What follows belongs to an exercise in optimizing a design on an open flow for small area; a production flow would make more cautious choices.
The RTL was checked by simulation tests, not by an equivalence proof against the original design.
Power is estimated from default activity; no workload was simulated.

--- design/flow/config.mk ---
export PLATFORM = sky130hd
export DESIGN_NAME = zz_extract
export DESIGN_NICKNAME = zz_extract
export VERILOG_FILES = /design/flow/design.v
export SDC_FILE = /design/flow/constraint.sdc
export NUM_CORES = 4
export LEC_CHECK = 0
export CAP_MARGIN = 20
export CORE_MARGIN = 2
export CORE_UTILIZATION = 40
export SLEW_MARGIN = 20
--- design/flow/constraint.sdc ---
create_clock -name core_clock -period 8.5 [get_ports {clk}]
set_input_delay 1.7000 -clock core_clock [delete_from_list [all_inputs] [get_ports {clk}]]
set_output_delay 1.7000 -clock core_clock [all_outputs]
set_load 0.01 [all_outputs]
--- design/flow/design.v ---
module zz_extract (
    input  wire        clk,
    input  wire        rst,
    input  wire        reg_valid,
    input  wire        reg_we,
    input  wire [7:0]  reg_addr,
    input  wire [31:0] reg_wdata,
    output reg  [31:0] reg_rdata,
    output wire        coef_req,
    output wire [15:0] coef_row,
    output wire [15:0] coef_col,
    input  wire [15:0] coef_rdata,
    output reg         pay_we,
    output reg  [31:0] pay_addr,
    output reg  [7:0]  pay_wdata
);
    localparam [1:0] PH_IDLE = 2'd0, PH_BUSY = 2'd1, PH_DONE = 2'd2;
    localparam [1:0] F_HDR = 2'd0, F_PAY = 2'd1, F_DRAIN = 2'd2;
    localparam [7:0] A_CTRL = 8'h00, A_STATUS = 8'h04, A_GRID_H = 8'h08,
                     A_GRID_W = 8'h0C, A_LEN = 8'h10, A_OUT_LEN = 8'h14,
                     A_BIT_COUNT = 8'h18;
    reg [1:0]  phase;
    reg        wait_data;    
    reg [15:0] grid_h, grid_w;
    reg [16:0] by, bx;
    reg [5:0]  k;
    reg [1:0]  fph;
    reg [5:0]  hdrcnt;
    reg [31:0] len;
    reg [34:0] rem;
    reg [7:0]  shreg;
    reg [2:0]  nb;
    reg [31:0] bit_count;
    reg [31:0] outcnt;
    reg [31:0] out_len;
    reg [3:0]  errcode;
    reg        underrun;
    function [5:0] zigzag;
        input [5:0] idx;
        case (idx)
            6'd0:  zigzag = {3'd0, 3'd0};  6'd1:  zigzag = {3'd0, 3'd1};
            6'd2:  zigzag = {3'd1, 3'd0};  6'd3:  zigzag = {3'd2, 3'd0};
            6'd4:  zigzag = {3'd1, 3'd1};  6'd5:  zigzag = {3'd0, 3'd2};
            6'd6:  zigzag = {3'd0, 3'd3};  6'd7:  zigzag = {3'd1, 3'd2};
            6'd8:  zigzag = {3'd2, 3'd1};  6'd9:  zigzag = {3'd3, 3'd0};
            6'd10: zigzag = {3'd4, 3'd0};  6'd11: zigzag = {3'd3, 3'd1};
            6'd12: zigzag = {3'd2, 3'd2};  6'd13: zigzag = {3'd1, 3'd3};
            6'd14: zigzag = {3'd0, 3'd4};  6'd15: zigzag = {3'd0, 3'd5};
            6'd16: zigzag = {3'd1, 3'd4};  6'd17: zigzag = {3'd2, 3'd3};
            6'd18: zigzag = {3'd3, 3'd2};  6'd19: zigzag = {3'd4, 3'd1};
            6'd20: zigzag = {3'd5, 3'd0};  6'd21: zigzag = {3'd6, 3'd0};
            6'd22: zigzag = {3'd5, 3'd1};  6'd23: zigzag = {3'd4, 3'd2};
            6'd24: zigzag = {3'd3, 3'd3};  6'd25: zigzag = {3'd2, 3'd4};
            6'd26: zigzag = {3'd1, 3'd5};  6'd27: zigzag = {3'd0, 3'd6};
            6'd28: zigzag = {3'd0, 3'd7};  6'd29: zigzag = {3'd1, 3'd6};
            6'd30: zigzag = {3'd2, 3'd5};  6'd31: zigzag = {3'd3, 3'd4};
            6'd32: zigzag = {3'd4, 3'd3};  6'd33: zigzag = {3'd5, 3'd2};
            6'd34: zigzag = {3'd6, 3'd1};  6'd35: zigzag = {3'd7, 3'd0};
            6'd36: zigzag = {3'd7, 3'd1};  6'd37: zigzag = {3'd6, 3'd2};
            6'd38: zigzag = {3'd5, 3'd3};  6'd39: zigzag = {3'd4, 3'd4};
            6'd40: zigzag = {3'd3, 3'd5};  6'd41: zigzag = {3'd2, 3'd6};
            6'd42: zigzag = {3'd1, 3'd7};  6'd43: zigzag = {3'd2, 3'd7};
            6'd44: zigzag = {3'd3, 3'd6};  6'd45: zigzag = {3'd4, 3'd5};
            6'd46: zigzag = {3'd5, 3'd4};  6'd47: zigzag = {3'd6, 3'd3};
            6'd48: zigzag = {3'd7, 3'd2};  6'd49: zigzag = {3'd7, 3'd3};
            6'd50: zigzag = {3'd6, 3'd4};  6'd51: zigzag = {3'd5, 3'd5};
            6'd52: zigzag = {3'd4, 3'd6};  6'd53: zigzag = {3'd3, 3'd7};
            6'd54: zigzag = {3'd4, 3'd7};  6'd55: zigzag = {3'd5, 3'd6};
            6'd56: zigzag = {3'd6, 3'd5};  6'd57: zigzag = {3'd7, 3'd4};
            6'd58: zigzag = {3'd7, 3'd5};  6'd59: zigzag = {3'd6, 3'd6};
            6'd60: zigzag = {3'd5, 3'd7};  6'd61: zigzag = {3'd6, 3'd7};
            6'd62: zigzag = {3'd7, 3'd6};  default: zigzag = {3'd7, 3'd7};
        endcase
    endfunction
    wire [5:0]  zz   = zigzag(k);
    wire [16:0] row  = by + {14'd0, zz[5:3]};
    wire [16:0] col  = bx + {14'd0, zz[2:0]};
    wire        exh  = (grid_w == 16'd0) || (by >= {1'b0, grid_h});
    wire        pres = (row < {1'b0, grid_h}) && (col < {1'b0, grid_w});
    wire busy = (phase == PH_BUSY);
    wire step_visit  = busy && !wait_data;
    wire do_finish   = step_visit && exh;
    wire do_absent   = step_visit && !exh && !pres;
    wire do_data     = busy && wait_data;
    assign coef_req = step_visit && !exh && pres;
    assign coef_row = row[15:0];
    assign coef_col = col[15:0];
    wire signed [16:0] v    = {coef_rdata[15], coef_rdata};
    wire        [16:0] mag  = v[16] ? -v : v;
    wire               usable = (mag > 17'd1);
    wire               bitv   = mag[0];
    wire do_emit = do_data && usable;
    wire advance = do_absent || do_data;
    wire host_wr = reg_valid && reg_we;
    wire host_rd = reg_valid && !reg_we;
    wire cmd_start = host_wr && (reg_addr == A_CTRL) && !busy && reg_wdata[0];
    wire cmd_clear = host_wr && (reg_addr == A_CTRL) && !busy && !reg_wdata[0]
                     && reg_wdata[1];
    wire op_init   = cmd_start || cmd_clear;
    wire [31:0] status = {20'd0, errcode, 3'd0, (hdrcnt == 6'd32), underrun,
                          (errcode != 4'd0), (phase == PH_DONE), busy};
    wire [31:0] len_shift = {len[30:0], bitv};
    wire [7:0]  sh_next   = {shreg[6:0], bitv};
    always @(posedge clk) begin
        pay_we <= 1'b0;
        if (rst) begin
            phase     <= PH_IDLE;
            wait_data <= 1'b0;
            grid_h    <= 16'd0;
            grid_w    <= 16'd0;
            by        <= 17'd0;
            bx        <= 17'd0;
            k         <= 6'd1;
            fph       <= F_HDR;
            hdrcnt    <= 6'd0;
            len       <= 32'd0;
            rem       <= 35'd0;
            shreg     <= 8'd0;
            nb        <= 3'd0;
            bit_count <= 32'd0;
            outcnt    <= 32'd0;
            out_len   <= 32'd0;
            errcode   <= 4'd0;
            underrun  <= 1'b0;
            reg_rdata <= 32'd0;
            pay_addr  <= 32'd0;
            pay_wdata <= 8'd0;
        end else begin
            if (host_rd) begin
                case (reg_addr)
                    A_STATUS:    reg_rdata <= status;
                    A_GRID_H:    reg_rdata <= {16'd0, grid_h};
                    A_GRID_W:    reg_rdata <= {16'd0, grid_w};
                    A_LEN:       reg_rdata <= len;
                    A_OUT_LEN:   reg_rdata <= out_len;
                    A_BIT_COUNT: reg_rdata <= bit_count;
                    default:     reg_rdata <= 32'd0;
                endcase
            end
            if (host_wr && !busy) begin
                if (reg_addr == A_GRID_H) grid_h <= reg_wdata[15:0];
                if (reg_addr == A_GRID_W) grid_w <= reg_wdata[15:0];
            end
            if (op_init) begin
                phase     <= cmd_start ? PH_BUSY : PH_IDLE;
                wait_data <= 1'b0;
                by        <= 17'd0;
                bx        <= 17'd0;
                k         <= 6'd1;
                fph       <= F_HDR;
                hdrcnt    <= 6'd0;
                len       <= 32'd0;
                rem       <= 35'd0;
                shreg     <= 8'd0;
                nb        <= 3'd0;
                bit_count <= 32'd0;
                outcnt    <= 32'd0;
                out_len   <= 32'd0;
                errcode   <= 4'd0;
                underrun  <= 1'b0;
            end
            if (coef_req)
                wait_data <= 1'b1;
            if (do_data)
                wait_data <= 1'b0;
            if (advance) begin
                if (k != 6'd63) begin
                    k <= k + 6'd1;
                end else begin
                    k <= 6'd1;
                    if (bx + 17'd8 < {1'b0, grid_w}) begin
                        bx <= bx + 17'd8;
                    end else begin
                        bx <= 17'd0;
                        by <= by + 17'd8;
                    end
                end
            end
            if (do_emit) begin
                bit_count <= bit_count + 32'd1;
                case (fph)
                    F_HDR: begin
                        len    <= len_shift;
                        hdrcnt <= hdrcnt + 6'd1;
                        if (hdrcnt == 6'd31) begin
                            rem <= {len_shift, 3'b000};
                            fph <= (len_shift == 32'd0) ? F_DRAIN : F_PAY;
                        end
                    end
                    F_PAY: begin
                        rem <= rem - 35'd1;
                        if (nb == 3'd7) begin
                            pay_we    <= 1'b1;
                            pay_addr  <= outcnt;
                            pay_wdata <= sh_next;
                            outcnt    <= outcnt + 32'd1;
                            shreg     <= 8'd0;
                            nb        <= 3'd0;
                        end else begin
                            shreg <= sh_next;
                            nb    <= nb + 3'd1;
                        end
                        if (rem == 35'd1)
                            fph <= F_DRAIN;
                    end
                    default: ;  
                endcase
            end
            if (do_finish) begin
                phase <= PH_DONE;
                if (hdrcnt != 6'd32) begin
                    errcode <= 4'd1;            
                    out_len <= 32'd0;
                end else if (rem == 35'd0) begin
                    out_len <= outcnt;          
                end else begin
                    underrun <= 1'b1;           
                    if (nb != 3'd0) begin
                        pay_we    <= 1'b1;
                        pay_addr  <= outcnt;
                        pay_wdata <= shreg << (4'd8 - {1'b0, nb});
                        outcnt    <= outcnt + 32'd1;
                        out_len   <= outcnt + 32'd1;
                        shreg     <= 8'd0;
                        nb        <= 3'd0;
                    end else begin
                        out_len <= outcnt;
                    end
                end
            end
        end
    end
endmodule
--- design/flow/run.sh ---
#!/bin/bash
# synth_recipe.tcl (not shown) runs the flow's synth.tcl, then flattens the netlist and writes it again
# the make line also repeats each setting of config.mk as NAME=value (left out here)
make -C /OpenROAD-flow-scripts/flow DESIGN_CONFIG=/design/flow/config.mk WORK_HOME=/design/flow/orfs CLKGATE_MAP_FILE= SYNTH_SCRIPT=/design/flow/synth_recipe.tcl finish
==> out/results.env <==
RUN_STATUS='timing/DRC/antenna clean'
WIDTH_OF_THE_DIE_UM=225
YS.WARNINGS.COUNT=1
POST-SYNTH-TOP-AREA-FRACTION=0.350
SYNTH.LIB_CELLS_USED.DISTINCT=93
CTS_SINKS=341
CPLARGESTDELAYFAMILY='simple AND/OR/NAND/NOR gates'
DETAIL_ROUTE.ITER0.VIOLATIONS=1655
GRT_USAGE=0.245
CTS.REPORTEDPATHS.CLKPINSLEW_NS=0.06
PATH_CLASS='reg2out'
GRT.BUSIEST_LAYER='met2'
ENDPOINT_KIND='output port'
CTS.PATH.MAX_BUFFERS=3
DOMINANTREGCELLSYNTH='sky130_fd_sc_hd__dfxtp_1'
HTREEDEPTH=2
FINAL_MAX_SLEW_VIOL_COUNT=0
ANTENNA_FOUND_INITIAL=1
SYN_AREA_MM2=0.0195
WORSTMARGINPINSLEW_NS=1.14
FIN_WORST_SKEW_NS=0.0214
POST-CTS-SETUP-BUFFERS=0
ARRIVAL_NS=5.36
ROUTED_WIRE_LENGTH_PER_INSTANCE_UM=19.7
CTS_MADE_BUFFERS=41
INITIAL_UTILIZATION=0.406
TIMING.CRITICAL_PATH.FROM_TYPE='flop'
ANTENNA_LEFT=0
GRT_START_MAX_NET_PINS=99
FINAL_MIN_PERIOD_OVER_CLOCK_PERIOD=0.830
FIRST_GLOBAL_VIAS=17400
MAXSLEWHEADROOM=0.238
POST_CTS_RESIZED=0
1ST_PASS_ROUTER_ITERATIONS=5
CPMAXSTAGEDELAYCELL='sky130_fd_sc_hd__clkdlybuf4s50_1'
MET2_USAGE=0.394
CP_NUM_BUF_INV=1
WORST_SKEW_PAIR.LATE_LATENCY_NS=0.58
SYN-INSTANCE-COUNT=2543
CAP_VIOLATIONS=0
PORT-BUFFER-COUNT=149
TRITONCTS_CLOCK_TREE='done'
LAYOUT_COMMON_CELLS='sky130_fd_sc_hd__nand2_1, sky130_fd_sc_hd__dfxtp_1, sky130_fd_sc_hd__nor2_1'
LAYOUT_COMMONEST_CELL='sky130_fd_sc_hd__nand2_1'
POSTSYNTH.ASYNCRESETSHARE=0
FLOORPLAN.CORE_AREA_MM2=0.0479
SEQUENTIAL_TO_TOTAL_AREA_SHARE_FROM_YOSYS_STAT=0.350
LEAKAGE_nW=8.22
SYNTH_EDF_COUNT=0
LAYOUT-DRIVE-GT1-SHARE=0.0608
OVERFLOW=0
FINALNONFILLERCELLS=3247
HOLD_VIOL_FINAL=0
TIMING.FINAL.SETUP_VIOLATIONS=0
RSZ_0062_RAISED_AFTER_GLOBAL_ROUTING='no'
VIA_COUNT=18900
GRT.MET1_USAGE=0.344
SYNTH.NET_COUNT=2697
TOTALNEGATIVESETUPSLACK_NS=0
CRITICAL_PATH_DATA_REQUIRED_TIME_NS=6.80
FLOORPLAN.DIE_AREA_MM2=0.0505
YOSYSTOPAREACELL='sky130_fd_sc_hd__dfxtp_1'
VDD_IR_DROP_MAX_mV=0.140
POST-ROUTE-DRC-COUNT=0
DRT-TOTAL-WL_UM=63800
PLACE.DETAILED.INSTANCES=3170
POWERDENSITY_mW_PER_MM2=156
ROUTE.DETAILED.VIAS_PER_INST=5.83
AREA_DELTA_SYNTH_FINAL_PCT=16.7
GRT_PASS1_WL_UM=98800
SYNTH.AVG_CELL_AREA_UM2=7.66
FMAXACHIEVABLE_MHz=142
IO_PINS=166
POST_ROUTE_UTILIZATION=0.474
HALF_PERIMETER_WIRE_LENGTH_OF_THE_DETAILED_PLACEMENT_RESULT_UM=45200
CLOCK_TREE.ROOT_CELL='sky130_fd_sc_hd__clkbuf_16'
CRIT_PATH_MAX_INCR_DELAY_NS=0.63
YS_TOP_CELLS_BY_AREA='sky130_fd_sc_hd__dfxtp_1, sky130_fd_sc_hd__nand2_1, sky130_fd_sc_hd__a21oi_1'
HOLD_PATH_CLASS='reg2reg'
GRT.MET3_USAGE=0.0324
POST_CTS_HOLD_BUFFER_COUNT=0
ROUTABILITYCONGESTION=0.921
YS_SEQ_ELEMENTS=341
FINISH.NET_COUNT=2752
CRIT_TOP_CELL='sky130_fd_sc_hd__nor3_2'
ROWS=80
DIE_H_UM=225
MINIMUM_PERIOD_IMPLIED_BY_THE_FINAL_WORST_SETUP_SLACK_NS=7.06
WORST-PATH-MAX-FANOUT=7
CP_CELL_SEQUENCE='nand3_2 > nor3_2 > and2_1 > and3_1 > nand2_1 > nor2_1 > xor2_1 > ha_1 > a21oi_1 > nor2b_1 > a2111oi_0 > o2111ai_1 > nor3_2 > nor3b_1 > clkdlybuf4s50_1'
cells by family (layout without fill, tap and decap cells):
group,count (synthesis),after routing,share of synthesized area
and+or+nand+nor,1042,1042,0.248
AOI/OAI and AO/OA,665,665,0.214
DFF,341,341,0.350
buffers and inverters,241,328,0.0498
adders and majority gates,94,94,0.0611
xor gates and xnor gates,85,85,0.0382
muxes,75,75,0.0392
other,0,2,0
cells in the mapped netlist, drive strengths merged (60+ instances only):
cell    number
inv         74
nor3        71
a22oi       80
nor2       315
a31oi       60
mux2i       65
o21ai      112
clkbuf     121
nand2      347
nand3      101
a21oi      250
ha          92
dfxtp      341
final timing paths:
check                     from           end  slack, ns  cells past startpoint
hold reg to reg   pay_addr[30]  pay_addr[30]       0.45                      2
setup / recovery         bx[5]      coef_req       1.44                     15
hold / removal    pay_addr[30]  pay_addr[30]       0.45                      2
setup reg to reg         bx[5]         zz[1]       2.26                     22
per-stage QoR:
| step | setup WS, ns | hold WS, ns | area [µm²] | power (mW) |
|---|---|---|---|---|
| 2_1_floorplan | 3.49 | 0.431 | 19500 | 1.71 |
| 3_3_place_gp | 2.15 | 0.442 | 21300 | 1.77 |
| 3_5_place_dp | 2.07 | 0.445 | 21300 | 1.77 |
| 4_1_cts | 1.45 | 0.456 | 22700 | 3.59 |
| 5_1_grt | 1.11 | 0.471 | 22700 | 3.66 |
| 6_report | 1.44 | 0.453 | 22700 | 3.55 |
routing by layer:
metal  vias up  part of all wire
li1       9171                 -
met1      9033              0.46
met2       638              0.45
met3        87             0.072
met4         0             0.024
met5         -                 0
where the power goes:
part / total [mW] / switching [mW] / internal (mW)
clock network: 1.82 / 0.730 / 1.09
logic: 0.118 / 0.0754 / 0.0426
registers: 1.61 / 0.00914 / 1.61
registers in the layout (all words and copies together) (netlist names), 16 cells and up:
| signal | count |
|---|---|
| outcnt | 32 |
| rem | 35 |
| len | 32 |
| bit_count | 32 |
| reg_rdata | 32 |
| pay_addr | 32 |
| bx | 17 |
| by | 17 |
| grid_w | 16 |
| out_len | 32 |
| grid_h | 16 |
layout make-up:
type                    count  area, µm²
flip-flops and latches    341       6830
multi-input cells        1961      11700
diodes                      2       5.00
repair buffers            179       1720
clock buffers              60       1210
fillers                  4654      25200
inverters                  74        278
clock inverters            15        189
well taps                 615        769
worst min-delay path, delay by kind of cell (launching register included):
family           cells  cell delay, ns
AO/OA/AOI/OAI        1            0.05
AND/OR/NAND/NOR      1            0.05
flip-flops           1            0.31

[separate check: timing with driven ports]
How much do the figures lean on ideal ports? The routed layout below was timed once more, with nothing changed but the port constraints.
Step 1, drivers: a clkbuf_16 drives clk and a buf_2 each remaining input, both assumed.
Step 2 also shifts input and output timing later by t, the mid clock arrival at the registers, as if the neighbouring blocks saw the same clock.
a / b / c = no drivers / after step 1 / after step 2; a / b = the first two.
shift t [ns]: 0.626
setup WS [ns]: 1.443 / 1.383 / 2.009
hold WS [ns]: 0.453 / 0.453 / 0.453
worst setup path at the end: register to output
After both steps setup and hold are still met in this run. The setup slack of this run moves by -0.060 ns with the drivers and by +0.566 ns with both steps.
